What follows belongs to an exercise in optimizing a design on an open flow for small area; a production flow would make more cautious choices. Only simulation tests tie the RTL to the original design; equivalence was not proved. Power figures rest on the tool's default switching activity, not on a simulated workload.

==> 06-11: inputs <==
Design tbacc, start of the top module:
module tbacc (
    input  wire         clk,
    input  wire         rst,
    input  wire         cmd_valid,
    output wire         cmd_ready,
    input  wire [7:0]   cmd_op,
    input  wire [63:0]  cmd_a,
    input  wire [63:0]  cmd_b,
    output wire         rsp_valid,
    output wire [7:0]   rsp_status,
    output wire [63:0]  rsp_data,
    output wire         mem_req,
    output wire         mem_wide,
    output wire [31:0]  mem_addr,
    input  wire         mem_ack,
    input  wire [63:0]  mem_rdata,
    input  wire         mem_err,
    output wire [63:0]  value_o,
    output wire [15:0]  status_o
);
==> flow/config.mk <==
export PLATFORM = sky130hd
export DESIGN_NAME = tbacc
export DESIGN_NICKNAME = tbacc
export VERILOG_FILES = /design/flow/design.v
export SDC_FILE = /design/flow/constraint.sdc
export NUM_CORES = 4
export LEC_CHECK = 0
export ABC_AREA = 1
export CAP_MARGIN = 20
export CORE_MARGIN = 2
export CORE_UTILIZATION = 60
export PLACE_DENSITY = 0.8
export SLEW_MARGIN = 20
==> flow/constraint.sdc <==
create_clock -name core_clock -period 12.5 [get_ports {clk}]
set_input_delay 2.5000 -clock core_clock [delete_from_list [all_inputs] [get_ports {clk}]]
set_output_delay 2.5000 -clock core_clock [all_outputs]
set_load 0.01 [all_outputs]
standard.sh (not shown) runs the stock make flow with config.mk's settings and CLKGATE_MAP_FILE= SYNTH_SCRIPT=/design/flow/synth_recipe.tcl, a recipe that flattens the netlist after the stock synthesis.
==> flow/flow/run.sh <==
#!/bin/bash
# Standard ORFS layout, with three changes that only affect area:
#  - the combinational logic of the standard synthesis is re-mapped for area
#    (flow/remap.tcl; flip-flops, their cells and names are kept),
#  - ports get the smallest buffer (buf_1),
#  - the clock tree uses clkbuf_4 without dummy loads.
set -euo pipefail
export BUFFER_PORTS_ARGS="-buffer_cell sky130_fd_sc_hd__buf_1"
export CTS_ARGS="-sink_clustering_enable -repair_clock_nets -dont_use_dummy_load -buf_list sky130_fd_sc_hd__clkbuf_4 -sink_clustering_size 10 -sink_clustering_max_diameter 45"
RES="$PWD/orfs/results/$FLOW_PLATFORM/tbacc/base"
bash standard.sh synth > synth.log 2>&1
cp "$RES/1_2_yosys.v" 1_2_yosys.standard.v
REMAP_LIB="$FLOW_HOME/platforms/$FLOW_PLATFORM/lib/sky130_fd_sc_hd__tt_025C_1v80.lib" \
REMAP_ABC="$PWD/flow/area.abc" REMAP_NET="$RES/1_2_yosys.v" yosys -c flow/remap.tcl > remap.log 2>&1
rm -f "$RES/1_synth.odb"
bash standard.sh > standard.log 2>&1
==> flow/flow/area.abc <==
strash
&get -n
&deepsyn -T 120
&put
dch
amap -A 10 -F 2
topo
==> flow/flow/remap.tcl <==
# Re-map the combinational logic of the standard synthesis for area.
# The flip-flops (their cells and instance names) are kept as they are.
set lib $::env(REMAP_LIB)
set net $::env(REMAP_NET)
yosys read_verilog $net
yosys read_liberty -ignore_miss_func $lib
yosys hierarchy -top tbacc
set ffs [list]
foreach c [split [string trim [exec grep -o {sky130_fd_sc_hd__[a-z0-9_]*} $net | sort -u]] "\n"] {
  if {[regexp {__(df|edf|sdf|dl)} $c]} { lappend ffs $c }
}
yosys setattr -mod -set blackbox 1 {*}$ffs
yosys flatten
yosys rename -hide w:*.*
yosys opt_clean
yosys opt -full
yosys abc -script $::env(REMAP_ABC) -liberty $lib -dont_use *lpflow* -dont_use *probe*
yosys opt_clean -purge
yosys hilomap -singleton -hicell sky130_fd_sc_hd__conb_1 HI -locell sky130_fd_sc_hd__conb_1 LO
yosys insbuf -buf sky130_fd_sc_hd__buf_1 A X
yosys splitnets
yosys opt_clean -purge
yosys read_liberty -lib $lib
yosys tee -o remap_stat.txt stat -liberty $lib
yosys check -assert -mapped
yosys write_verilog -noattr -nohex -nodec $net
==> 05-22 (differences from 06-11) <==
--- a/flow/design.v
+++ b/flow/design.v
@@ -30,12 +30,13 @@
                      S_VPASS  = 4'd5,
                      S_ROUND  = 4'd6,
                      S_DIGEST = 4'd7,
                      S_WZERO  = 4'd8,
                      S_GSEL   = 4'd9,
                      S_RSUB   = 4'd10,
+                     S_RDROT  = 4'd11,
                      S_RDREQ  = 4'd12,
                      S_CW     = 4'd13,
                      S_CINC   = 4'd14;
     reg [3:0]  st;
     reg [4:0]  ph;
     reg [3:0]  t4;          
@@ -51,18 +52,23 @@
     reg [1:0]  rnd;         
     reg        fin;         
     reg        bytes;       
     reg        wide;        
     reg [2:0]  cr;          
     reg [3:0]  nr;          
+    reg [2:0]  j;           
+    reg [2:0]  rlo;         
+    reg        rhinz;       
     reg        c0, c2;      
+    reg        cv;          
     reg        cc;          
     reg        snz;         
     reg        bi;          
-    reg [1:0]  hx;          
-    reg [1:0]  h3a, h3b;    
+    reg [1:0]  h0, h2;      
+    reg [1:0]  h3a, h3b, h3c;
+    reg        h3d;         
     wire at31 = (ph == 5'd31);
     wire at15 = (t4 == 4'd15);
     wire op_init  = (cmd_op == 8'h01);
     wire op_c8    = (cmd_op == 8'h10);
     wire op_c16   = (cmd_op == 8'h11);
     wire op_c32   = (cmd_op == 8'h12);
@@ -74,18 +80,18 @@
     wire [3:0] op_n = op_c8 ? 4'd1 : op_c16 ? 4'd2 : op_c32 ? 4'd4 : 4'd8;
     wire [1:0] sb = cmd_b[{ph, 1'b0} +: 2];
     wire in_round = (st == S_ROUND);
     wire q0 = (q == 3'd0), q1 = (q == 3'd1), q2 = (q == 3'd2),
          q3 = (q == 3'd3), q4 = (q == 3'd4);
     wire ph0 = (ph == 5'd0);
-    wire ph_ge2  = (ph >= 5'd2);
+    wire ph_ge4  = (ph >= 5'd4);
     wire ph_ge17 = (ph >= 5'd17);
     wire rA = in_round & q0;                                    
     wire rB = in_round & ((q0 & !ph0) | (q1 & ph0));            
     wire rC = in_round & ((q1 & !ph0) | (q2 & ph0));            
-    wire rD = in_round & ((q1 & ph_ge2) | (q2 & !ph_ge2));      
+    wire rD = in_round & ((q1 & ph_ge4) | (q2 & !ph_ge4));      
     wire rE = in_round & ((q2 & !ph0) | (q3 & ph0));            
     wire rF = in_round & ((q2 & ph_ge17) | (q3 & !ph_ge17));    
     wire rG = in_round & ((q3 & !ph0) | (q4 & ph0));            
     wire rH = in_round & ((q3 & ph_ge17) | (q4 & !ph_ge17));    
     wire round_end = in_round & q4 & (ph == 5'd16);
     wire m_en = !fin | (rnd == 2'd0);
@@ -98,35 +104,37 @@
     wire       ov = csum[3];
     wire [2:0] c2n = csum[2:0];
     wire [1:0] mdig = (mfin | (kk[4:2] < cr)) ? ve : we;
     reg  [1:0] vnew;
     reg        cv_n;
     always @(*) begin
-        cv_n = cc;
+        cv_n = cv;
         if (st == S_VCLR) begin
             vnew = 2'b00;
+        end else if (mfin) begin
+            vnew = {1'b0, (kk == 5'd0)};
         end else if (kk < 5'd28) begin
             if ((kk[4:2] < cr) && !ov)
                 vnew = ve;
             else if (kk[4:2] < c2n)
                 vnew = we;
             else
                 vnew = 2'b00;
         end else begin
             {cv_n, vnew} = {1'b0, ve}
                          + {1'b0, (kk == 5'd28) ? nr[1:0] : (kk == 5'd29) ? nr[3:2] : 2'b00}
-                         + {2'b00, (kk == 5'd28) ? 1'b0 : cc};
+                         + {2'b00, (kk == 5'd28) ? 1'b0 : cv};
         end
     end
     wire [1:0] ma = (rA & m_en) ? mdig : 2'b00;
-    wire [1:0] a0 = rB ? hx : v0[1:0];
-    wire [1:0] b0 = rB ? v1[63:62] : v3[18:17];
+    wire [1:0] a0 = rB ? h0 : v0[1:0];
+    wire [1:0] b0 = rB ? v1[63:62] : v3[22:21];
     wire       c0i = ((q0 & (ph == 5'd1)) | (q2 & (ph == 5'd17))) ? 1'b0 : c0;
     wire [2:0] s0 = {1'b0, a0} + {1'b0, b0} + {2'b00, c0i};
     wire [1:0] ffd = (ffin & (ph < 5'd4)) ? 2'b11 : 2'b00;
-    wire [1:0] a2 = rA ? (v2[1:0] ^ ffd) : hx;
+    wire [1:0] a2 = rA ? (v2[1:0] ^ ffd) : h2;
     wire [1:0] b2 = rA ? (v3[1:0] ^ ma) : v1[50:49];
     wire       c2i = ((q0 & ph0) | (q2 & (ph == 5'd1))) ? 1'b0 : c2;
     wire [2:0] s2 = {1'b0, a2} + {1'b0, b2} + {2'b00, c2i};
     wire init_b = (st == S_PREP) & op_init;      
     wire init_a = (st == S_VCLR);                
     wire [1:0] k0d = K0[{ph, 1'b0} +: 2];
@@ -140,79 +148,83 @@
                       rC ? (v1[1:0] ^ v0[16:15]) :
                       rG ? (v1[1:0] ^ v2[33:32]) : v1[1:0];
     wire [1:0] v2in = init_a ? (we ^ k2d) :
                       (rA | rE) ? s2[1:0] : v2[1:0];
     wire [1:0] v3in = init_b ? (sb ^ k3d) :
                       rA ? (v3[1:0] ^ ma) :
-                      rD ? ({h3a[0], h3b[1]} ^ v2[14:13]) :
-                      rH ? (h3b ^ v0[1:0]) : v3[1:0];
+                      rD ? ({h3c[0], h3d} ^ v2[10:9]) :
+                      rH ? (v3[1:0] ^ v0[1:0]) : v3[1:0];
     always @(posedge clk) begin
         v0 <= {v0in, v0[63:2]};
         v1 <= {v1in, v1[63:2]};
         v2 <= {v2in, v2[63:2]};
         v3 <= {v3in, v3[63:2]};
-        hx <= q[1] ? v2[1:0] : v0[1:0];
+        h0 <= v0[1:0];
+        h2 <= v2[1:0];
         h3a <= v3[1:0];
         h3b <= h3a;
+        h3c <= h3b;
+        h3d <= h3c[1];
         c0 <= s0[2];
         c2 <= s2[2];
     end
-    wire val_one  = (st == S_DIGEST) & at31;
     wire val_rot  = (in_round & m_en & (rA | rH)) | (st == S_VPASS) | (st == S_VCLR);
-    wire val_wr   = (in_round & rH & !mfin) | (st == S_VPASS) | (st == S_VCLR);
+    wire val_wr   = (in_round & rH) | (st == S_VPASS) | (st == S_VCLR);
     wire [1:0] vin = val_wr ? vnew : ve;
     always @(posedge clk) begin
-        if (rst | val_one)
+        if (rst)
             val <= 64'd1;
         else if (val_rot)
             val <= {vin, val[63:2]};
+        if (val_rot) cv <= cv_n;
     end
     wire w_lda = (st == S_PREP) & at31 & (f == 2'd0) &
                  (op_init | (!is_fin & (op_comb | op_bytes)));
     wire w_ld  = (st == S_RDREQ) & mem_ack & !mem_err;
     wire w_ldw = w_ld & wide;
     wire [4:0] wtgt_app = {3'd0 - cr, 2'b00};
+    wire [4:0] wtgt_rd  = {j, 2'b00} - 5'd1;
     wire w_rot = (st == S_PREP) | (st == S_VCLR) | ((st == S_CINC) & bi) |
                  (in_round & m_en & !mfin & (rA | rH)) |
                  (st == S_VPASS) | (st == S_DIGEST) | (st == S_WZERO) |
                  ((st == S_APP) & (wph != wtgt_app)) |
-                 ((st == S_CINC) & !wide & (k16 < 4'd3));
+                 ((st == S_RDROT) & !wide & (wph != wtgt_rd));
     wire [1:0] win = (st == S_DIGEST) ? (v0[1:0] ^ v1[1:0] ^ v2[1:0] ^ v3[1:0]) :
                      (rH | (st == S_PREP) | (st == S_VCLR) | (st == S_VPASS) |
-                      (st == S_WZERO) | ((st == S_CINC) & bi) | w_ldw) ? 2'b00 : we;
+                      (st == S_WZERO) | (st == S_CINC) | w_ldw) ? 2'b00 : we;
     wire [63:0] wld = ({{56{w_ldw}}, {8{w_ld}}} & mem_rdata) | ({64{w_lda}} & cmd_a);
     always @(posedge clk) begin
         if (w_rot | w_ld | w_lda)
             w <= {win, w[63:2]} | wld;
     end
     wire [3:0] k16 = t4;
     wire cur_rot = (st == S_CINC);
     wire [1:0] incd = (k16 == 4'd0) ? {1'b0, !wide} : (k16 == 4'd1) ? {wide, 1'b0} : 2'b00;
     wire       cci  = (k16 == 4'd0) ? 1'b0 : cc;
     wire [2:0] cinc = {1'b0, cur[1:0]} + {1'b0, incd} + {2'b00, cci};
     wire [1:0] cin  = bi ? we : cinc[1:0];
-    wire [1:0] gd   = (k16 == 4'd0) ? g_n[1:0] : (k16 == 4'd1) ? nr[3:2] : 2'b00;
+    wire [1:0] gd   = (k16 == 4'd0) ? nr[1:0] : (k16 == 4'd1) ? nr[3:2] : 2'b00;
     wire [2:0] rsub = {1'b0, rem[1:0]} - {1'b0, gd} - {2'b00, cci};
     wire [2:0] rsum = {1'b0, we} + {1'b0, rem[1:0]} + {2'b00, cci};
-    wire rem_wr = ((st == S_PREP) & !ph[4]) | (st == S_RSUB) |
-                  ((st == S_GSEL) & (k16 == 4'd0) & !g_done);
+    wire rem_wr = ((st == S_PREP) & !ph[4]) | (st == S_RSUB);
     wire [1:0] rin  = (st == S_PREP) ? sb : rsub[1:0];
     always @(posedge clk) begin
         if (cur_rot) cur <= {cin, cur[31:2]};
         rem <= {rem_wr ? rin : rem[1:0], rem[31:2]};
-        if (val_rot) begin
-            cc  <= cv_n;
-        end else if (st == S_CINC) begin
+        if (rem_wr) begin
+            if (k16 == 4'd0) rlo[1:0] <= rin;
+            if (k16 == 4'd1) begin rlo[2] <= rin[0]; rhinz <= rin[1]; end
+            else if (k16 != 4'd0) rhinz <= rhinz | (rin != 2'b00);
+        end
+        if (st == S_CINC) begin
             cc  <= bi ? rsum[2] : cinc[2];
             snz <= (k16 == 4'd0) ? (rsum[1:0] != 2'b00) : (snz | (rsum[1:0] != 2'b00));
-        end else if ((st == S_GSEL) | (st == S_RSUB)) begin
+        end else if (st == S_RSUB) begin
             cc <= rsub[2];
         end
     end
-    wire [2:0] rlo   = rem[2:0];
-    wire       rhinz = (rem[31:3] != 29'd0);
     wire [2:0] clo = cur[2:0];
     wire [3:0] k8  = 4'd8 - {1'b0, clo};
     wire       g_wide = (clo == 3'd0) & rhinz;
     wire [3:0] g_n = g_wide ? 4'd8 :
                      (rhinz | ({1'b0, rlo} >= k8)) ? k8 : {1'b0, rlo};
     wire       g_done = !rhinz & (rlo == 3'd0);
@@ -285,50 +297,51 @@
                         st <= S_GSEL;
                     end else begin
                         if (bi) f <= 2'd2;
                         st <= S_RESP;
                     end
                 end
-                S_GSEL: if (k16 == 4'd0) begin
+                S_GSEL: begin
                     if (g_done) begin
                         st <= S_RESP;
-                    end else begin
+                    end else if (at15) begin
                         nr   <= g_n;
                         wide <= g_wide;
+                        j    <= 3'd0;
                         st   <= S_RSUB;
                     end
                 end
-                S_RSUB: if (at15) st <= S_RDREQ;
+                S_RSUB: if (at15) st <= S_RDROT;
+                S_RDROT: if (wide || (wph == wtgt_rd)) st <= S_RDREQ;
                 S_RDREQ: if (mem_ack) begin
                     if (mem_err) begin
                         f  <= 2'd3;
                         st <= S_WZERO;
                     end else begin
                         st <= S_CW;
                     end
                 end
                 S_CW: if (at15) st <= S_CINC;
                 S_CINC: if (at15) begin
                     if (bi) begin
                         st <= S_WZERO;
-                    end else if (wide || (wph[4:2] == nr[2:0] - 3'd1)) begin
+                    end else if (wide || ({1'b0, j} == nr - 4'd1)) begin
                         cr <= val[58:56];
                         st <= S_APP;
                     end else begin
-                        st <= S_RDREQ;
+                        j  <= j + 3'd1;
+                        st <= S_RDROT;
                     end
                 end
                 default: st <= S_IDLE;
             endcase
         end
     end
     always @(posedge clk) begin
         if ((st == S_PREP) || ((st == S_RDREQ) && mem_ack && (mem_err || wide)))
             wph <= 5'd0;
-        else if (st == S_GSEL)
-            wph <= 5'd31;       
         else if (w_rot | w_ld)
             wph <= wph + 5'd1;
     end
     wire [7:0] fcode = {5'd0, f == 2'd3, f == 2'd2, f[0] ^ f[1]};
     assign cmd_ready  = (st == S_PREP) & at31;
     assign rsp_valid  = (st == S_RESP);
==> flow/flow/run.sh (replaced) <==
#!/bin/bash
# Standard ORFS layout with the smallest port buffer and a leaner clock tree.
set -euo pipefail
export BUFFER_PORTS_ARGS="-buffer_cell sky130_fd_sc_hd__buf_1"
export CTS_ARGS="-sink_clustering_enable -repair_clock_nets -dont_use_dummy_load -buf_list sky130_fd_sc_hd__clkbuf_8 -sink_clustering_size 16 -sink_clustering_max_diameter 80"
bash standard.sh > standard.log 2>&1
Settings changed: CORE_UTILIZATION 60 to 40, PLACE_DENSITY 0.8 to 0.6.
removed: flow/flow/area.abc
removed: flow/flow/remap.tcl
==> run summary <==
metric	06-11	05-22
Count of nets after finishing	1998	2462
Relative max-transition margin	27.9%	29.2%
Slowest Stage Delay on Critical Path	0.65 ns	0.95 ns
Ratio of cells with drive above 1 in the final layout	3.91%	4.73%
TritonCTS buffer count	59	40
Startpoint of the most critical setup path	ph[0]	ph[1]
Number of fillers in the final layout	1969	4391
Finished layout cell area	0.0181 sq mm	0.0208 sq mm
Outcome	no timing/DRC/antenna violations	no timing/DRC/antenna violations
Switching power total	738 uW	549 uW
Sequential share of power	64.5%	65.9%
Number of buffer and inverter stages on the critical path	4	2
Clock Skews	0.0765 ns	0.0909 ns
DRC violation total after the first TritonRoute iteration	1384	1027
Detail Route met2 WL	18800 um	22400 um
Smallest hold slack	0.313 ns	0.283 ns
Pre-CTS WS	6.76 ns	7.23 ns
Layout overhead on the synthesized area	14.8%	12.9%
Clock buffer and inverter area fraction after layout	2.45%	2.65%
Non-Clock Buffer Area Fraction	8.00%	7.07%
Layout sequential cell count	495	508

-- afterwards: timing with drivers on the ports --
Ports are ideal in the flow. The routed layouts listed here were re-timed in OpenROAD.
Step 1 assumes that a clkbuf_16 drives the clock port and a buf_2 every other input.
Step 2 moves the port delays by t, midway between the first and last clock arrival at a register: inputs arrive t later, outputs are due t later. That takes back most of the time a late clock gives input paths.
Slacks: ideal / step 1 / step 2; pairs: ideal / step 1.
run	shift t [ns]	setup slack, ns	worst hold slack (ns)	worst setup path at the end	cell pins on the clock port's net
06-11	0.740	6.174 / 6.127 / 6.563	0.313 / 0.313 / 0.313	register to register	1
05-22	0.633	6.999 / 6.950 / 7.190	0.283 / 0.283 / 0.283	register to register	1
After both steps setup and hold are still met in every run listed.
